Source: an optimization exercise on an open RTL-to-GDS flow (aim: small area). Production flows keep margins and buffers that such runs may drop. Where RTL was checked, it was by simulation tests only, not by an equivalence proof against the original. No activity file was given, so power comes from the tool's default toggle rates.

== the reference run ==
==> flow/design.v <==
module bayer_unpack (
    input  wire        clk,
    input  wire        rst,             
    input  wire        start,
    input  wire [11:0] cfg_width,
    input  wire [11:0] cfg_height,
    input  wire [31:0] cfg_mode,
    input  wire [15:0] cfg_stride,
    input  wire [31:0] cfg_src_len,
    output wire [1:0]  state,
    output wire [3:0]  err,
    output wire [3:0]  errfield,
    output wire [12:0] row,
    output wire [31:0] fault_addr,
    output wire        src_req,
    output wire [31:0] src_addr,
    input  wire        src_gnt,
    input  wire        src_rvalid,
    input  wire [7:0]  src_rdata,
    output wire        dst_we,
    output wire [25:0] dst_addr,
    output wire [7:0]  dst_wdata,
    input  wire        dst_ready
);
    localparam [1:0] ST_IDLE = 2'd0, ST_RUN = 2'd1, ST_DONE = 2'd2, ST_FAIL = 2'd3;
    localparam [1:0] PH_STEP = 2'd0, PH_WAIT = 2'd1, PH_WRITE = 2'd2, PH_REW = 2'd3;
    reg [1:0]  st_q;
    reg [1:0]  ph_q;         
    reg [12:0] row_q;
    reg [31:0] f_q;          
    reg [28:0] sn_q;         
    reg [15:0] stride_q;
    reg [11:0] w_q, h_q;
    reg        p12_q, cmp_q, bin_q;
    reg [3:0]  selw_q;       
    reg [12:0] col_q;        
    reg [3:0]  b_q;          
    reg [25:0] a_q;          
    reg [7:0]  out_q;
    reg        tr_q;         
    reg        tv_q;         
    reg        pend_q;       
    genvar gi;
    wire       start_ok = start && (st_q != ST_RUN);
    wire [7:0] in_prec  = cfg_mode[7:0];
    wire [3:0] in_sel   = cfg_mode[19:16];
    wire       in_bin   = cfg_mode[20];
    wire       prec_ok  = (in_prec == 8'd10) || (in_prec == 8'd12);
    wire [8:0] geom     = cfg_width[2:0] * cfg_height[2:0] * in_prec[2:0];
    wire       geom_ok  = (geom[2:0] == 3'd0);
    wire [3:0] in_prio  = in_sel[1] ? 4'b0010 : in_sel[0] ? 4'b0001 :
                          in_sel[3] ? 4'b1000 : 4'b0100;
    wire       in_ok    = (in_sel != 4'd0) && prec_ok && geom_ok;
    wire       go_run   = start_ok && in_ok && (cfg_height != 12'd0) && (cfg_width != 12'd0);
    wire       go_wz    = start_ok && in_ok && (cfg_height != 12'd0) && (cfg_width == 12'd0);
    wire running = (st_q == ST_RUN);
    wire p_step  = running && (ph_q == PH_STEP) && tv_q;
    wire p_wait  = running && (ph_q == PH_WAIT);
    wire p_write = running && (ph_q == PH_WRITE);
    wire p_rew   = running && (ph_q == PH_REW);
    wire [1:0] pidx  = {~row_q[0], col_q[0]};            
    wire       rsamp = selw_q[pidx];
    wire       wsamp = !bin_q || rsamp;
    wire       b_last = cmp_q ? (p12_q ? (b_q == 4'd11) : (b_q == 4'd9)) : (b_q == 4'd15);
    wire       win    = p12_q ? (b_q >= 4'd4 && b_q < 4'd12) : (b_q >= 4'd2 && b_q < 4'd10);
    wire       need   = win && rsamp;
    wire       col_end = (col_q == 13'd1);
    wire       str_nz  = (stride_q != 16'd0);
    wire       step_adv = p_step && !tr_q && !need;
    wire       rv_adv   = p_wait && src_rvalid;
    wire       fwd_adv  = step_adv || rv_adv;
    wire       badv     = fwd_adv || p_rew;
    wire       to_write = fwd_adv && b_last && wsamp;
    wire       wr_done  = p_write && dst_ready;
    wire       cadv     = (badv && b_last && !to_write) || wr_done;
    wire       row_end  = cadv && col_end && !p_rew;
    wire       rew_end  = p_rew && b_last && col_end;
    wire       last_row;                  
    wire       done_ev  = row_end && last_row;
    wire       bitv     = p_wait && src_rdata[f_q[2:0]];
    wire [13:0] col_b;                        
    wire [12:0] col_dec;
    wire [13:0] row_c;                        
    wire [12:0] row_nx;
    assign col_b[0] = cadv;
    assign row_c[0] = row_end;
    generate
        for (gi = 0; gi < 13; gi = gi + 1) begin : g_cr
            assign col_dec[gi] = col_q[gi] ^ col_b[gi];
            assign col_b[gi+1] = col_b[gi] & ~col_q[gi];
            assign row_nx[gi]  = row_q[gi] ^ row_c[gi];
            assign row_c[gi+1] = row_c[gi] & row_q[gi];
        end
    endgenerate
    assign last_row = (row_nx == {h_q, 1'b0});
    wire       jump  = p_rew && tv_q;
    wire       no_inc = b_last && col_end && str_nz;
    wire       inc   = (step_adv && !no_inc) || pend_q;
    wire       dec   = p_rew && !tv_q;
    wire [31:0] f_op = {{13{dec}}, {16{dec}} | ({16{jump}} & stride_q), {2{dec}}, dec | inc};
    wire [32:0] f_c;
    wire [31:0] f_nx;
    assign f_c[0] = 1'b0;
    generate
        for (gi = 0; gi < 32; gi = gi + 1) begin : g_f
            assign f_nx[gi]  = f_q[gi] ^ f_op[gi] ^ f_c[gi];
            assign f_c[gi+1] = (f_q[gi] & f_op[gi]) | (f_c[gi] & (f_q[gi] ^ f_op[gi]));
        end
    endgenerate
    wire byte_mv = (inc && (f_q[2:0] == 3'd7)) || p_rew;
    wire [29:0] ge_c;
    assign ge_c[0] = 1'b1;
    generate
        for (gi = 0; gi < 29; gi = gi + 1) begin : g_ge
            assign ge_c[gi+1] = (f_q[gi+3] & sn_q[gi]) | (f_q[gi+3] & ge_c[gi]) | (sn_q[gi] & ge_c[gi]);
        end
    endgenerate
    wire [26:0] a_c;
    wire [25:0] a_nx;
    assign a_c[0] = wr_done;
    generate
        for (gi = 0; gi < 26; gi = gi + 1) begin : g_a
            assign a_nx[gi]  = a_q[gi] ^ a_c[gi];
            assign a_c[gi+1] = a_q[gi] & a_c[gi];
        end
    endgenerate
    assign state      = st_q;
    assign err        = (st_q == ST_FAIL) ? ((ph_q == 2'd0) ? 4'd3 : (ph_q == 2'd3) ? 4'd2 : {2'd0, ph_q}) : 4'd0;
    assign errfield   = (st_q == ST_FAIL) ? {2'd0, ph_q} : 4'd0;
    assign row        = row_q;
    assign fault_addr = {3'd0, f_q[31:3]};
    assign src_req    = p_step && need && !tr_q;
    assign src_addr   = {3'd0, f_q[31:3]};
    assign dst_we     = p_write;
    assign dst_addr   = a_q;
    assign dst_wdata  = out_q;
    wire f_clr = rst || start_ok || done_ev;      
    always @(posedge clk) begin
        f_q   <= f_clr ? {22'd0, go_run, 9'd0} : f_nx;
        a_q   <= start_ok ? 26'd0 : a_nx;
        col_q <= start_ok ? 13'd0 : (col_q == 13'd0) ? {w_q, 1'b0} : col_dec;
        b_q   <= (start_ok || (badv && b_last)) ? 4'd0 : b_q + {3'd0, badv};
        row_q <= (rst || start_ok) ? (go_wz ? {cfg_height, 1'b0} : 13'd0) : row_nx;
        tr_q  <= ge_c[29];
        tv_q  <= !(start_ok || byte_mv || rv_adv);
        pend_q <= rv_adv && !no_inc;
        if (fwd_adv && win)
            out_q <= {bitv, out_q[7:1]};
    end
    always @(posedge clk) begin
        if (start_ok) begin
            w_q      <= cfg_width;
            h_q      <= cfg_height;
            p12_q    <= (in_prec == 8'd12);
            cmp_q    <= cfg_mode[8];
            bin_q    <= in_bin;
            selw_q   <= in_bin ? in_prio : in_sel;
            stride_q <= cfg_stride;
            sn_q     <= (cfg_src_len[31:29] != 3'd0) ? 29'd0 : ~cfg_src_len[28:0];
        end
    end
    always @(posedge clk) begin
        if (rst) begin
            st_q <= ST_IDLE;
        end else if (start_ok) begin
            if (in_sel == 4'd0) begin
                st_q <= ST_FAIL;
                ph_q <= 2'd1;
            end else if (!prec_ok) begin
                st_q <= ST_FAIL;
                ph_q <= 2'd2;
            end else if (!geom_ok) begin
                st_q <= ST_FAIL;
                ph_q <= 2'd3;
            end else begin
                ph_q <= PH_STEP;
                st_q <= go_run ? ST_RUN : ST_DONE;
            end
        end else if (running) begin
            if (p_step && tr_q)
                st_q <= ST_FAIL;                  
            if (done_ev)
                st_q <= ST_DONE;
            if (p_step && need && !tr_q && src_gnt)
                ph_q <= PH_WAIT;
            else if (badv || wr_done) begin
                if (to_write)
                    ph_q <= PH_WRITE;
                else if (row_end && str_nz)
                    ph_q <= PH_REW;
                else if (p_rew && !rew_end)
                    ph_q <= PH_REW;
                else
                    ph_q <= PH_STEP;
            end
        end
    end
endmodule
export LEC_CHECK = 0
export CAP_MARGIN = 20
export CORE_MARGIN = 2
export CORE_UTILIZATION = 40
export SLEW_MARGIN = 20
create_clock -name core_clock -period 8.0 [get_ports {clk}]
standard.sh (not shown) runs the stock make flow with config.mk's settings and CLKGATE_MAP_FILE= SYNTH_SCRIPT=/design/flow/synth_recipe.tcl, a recipe that flattens the netlist after the stock synthesis.
==> flow/flow/run.sh <==
#!/bin/bash
# Standard ORFS layout, with the smallest buffer cell on the ports.
set -euo pipefail
bash standard.sh "BUFFER_PORTS_ARGS=-buffer_cell sky130_fd_sc_hd__buf_1" finish > orfs_make.log 2>&1
Status the reference run: flow complete, layout not clean - negative setup slack
Input-level comparison between the trial run and the reference run:
--- a/flow/design.v
+++ b/flow/design.v
@@ -41,4 +41,5 @@
     reg        tv_q;         
     reg        pend_q;       
+    reg        fc_q;         
     genvar gi;
     wire       start_ok = start && (st_q != ST_RUN);
@@ -94,18 +95,19 @@
     endgenerate
     assign last_row = (row_nx == {h_q, 1'b0});
-    wire       jump  = p_rew && tv_q;
+    wire       jump  = p_rew && (col_q == 13'd0);
     wire       no_inc = b_last && col_end && str_nz;
     wire       inc   = (step_adv && !no_inc) || pend_q;
-    wire       dec   = p_rew && !tv_q;
+    wire       dec   = p_rew && (col_q != 13'd0);
     wire [31:0] f_op = {{13{dec}}, {16{dec}} | ({16{jump}} & stride_q), {2{dec}}, dec | inc};
     wire [32:0] f_c;
     wire [31:0] f_nx;
+    generate
+        for (gi = 0; gi < 32; gi = gi + 1) begin : g_f
+            wire ci = (gi == 0) ? 1'b0 : (gi == 16) ? fc_q : f_c[gi];
+            assign f_nx[gi]  = f_q[gi] ^ f_op[gi] ^ ci;
+            assign f_c[gi+1] = (f_q[gi] & f_op[gi]) | (ci & (f_q[gi] ^ f_op[gi]));
+        end
+    endgenerate
     assign f_c[0] = 1'b0;
-    generate
-        for (gi = 0; gi < 32; gi = gi + 1) begin : g_f
-            assign f_nx[gi]  = f_q[gi] ^ f_op[gi] ^ f_c[gi];
-            assign f_c[gi+1] = (f_q[gi] & f_op[gi]) | (f_c[gi] & (f_q[gi] ^ f_op[gi]));
-        end
-    endgenerate
     wire byte_mv = (inc && (f_q[2:0] == 3'd7)) || p_rew;
     wire [29:0] ge_c;
@@ -143,5 +145,6 @@
         row_q <= (rst || start_ok) ? (go_wz ? {cfg_height, 1'b0} : 13'd0) : row_nx;
         tr_q  <= ge_c[29];
-        tv_q  <= !(start_ok || byte_mv || rv_adv);
+        fc_q  <= !f_clr && f_c[16];
+        tv_q  <= !(start_ok || byte_mv || rv_adv || fc_q);
         pend_q <= rv_adv && !no_inc;
         if (fwd_adv && win)
Notes after the runs:
Delta (the trial run minus the reference run): number of flip-flops and latches climbed 0.56%; worst hold slack barely changed. From the reference run to the trial run, number of endpoints with negative hold slack in the final report did not move at all. The trial run was carried through to the last stage, and its layout satisfied the timing, DRC and antenna checks. NOTE: share of the core filled with cells in the trial run falls short of that of the reference run. Compared with the reference run, in the trial run fraction of area in registers picked up an extra 2.1 points; final area lost 4.4%; non-clock buffer count lost 14%. Min depth of the critical timing path with buffers and inverters included across the reference run and the trial run: the trial run. Looking at beginning of the critical path, the b_q[2] result is from the reference run; the ph_q[0] one comes from the trial run. Cmp the reference run and the trial run / fraction of area in clock buffers and inverters / lower: the trial run. [compare] base=the reference run new=the trial run: routed wire length down 1.5 mm, final cell count went down, clock share of power went down 4.8 points.
No functional check of the RTL was part of the reference run.

-- re-timing with driven ports --
The results above use ideal ports. As a check the final layouts listed here were re-extracted and re-timed, cells and wires unchanged.
Step 1 assumes that a clkbuf_16 drives the clock port and a buf_2 every other input.
Step 2 adds t to the input delays and takes it off the output delays; t is the mean of the earliest and latest rising clock arrival at the registers after step 1. Input paths then give back, and output paths get back, about the clock's delay inside the block.
Three values: ideal, step 1, step 2; two values: the first two.
run	t, ns	setup WS [ns]	worst hold slack (ns)
the reference run	0.471	-2.575 / -2.575 / -2.575	0.452 / 0.452 / 0.452
the trial run	0.464	0.332 / 0.332 / 0.332	0.454 / 0.454 / 0.454
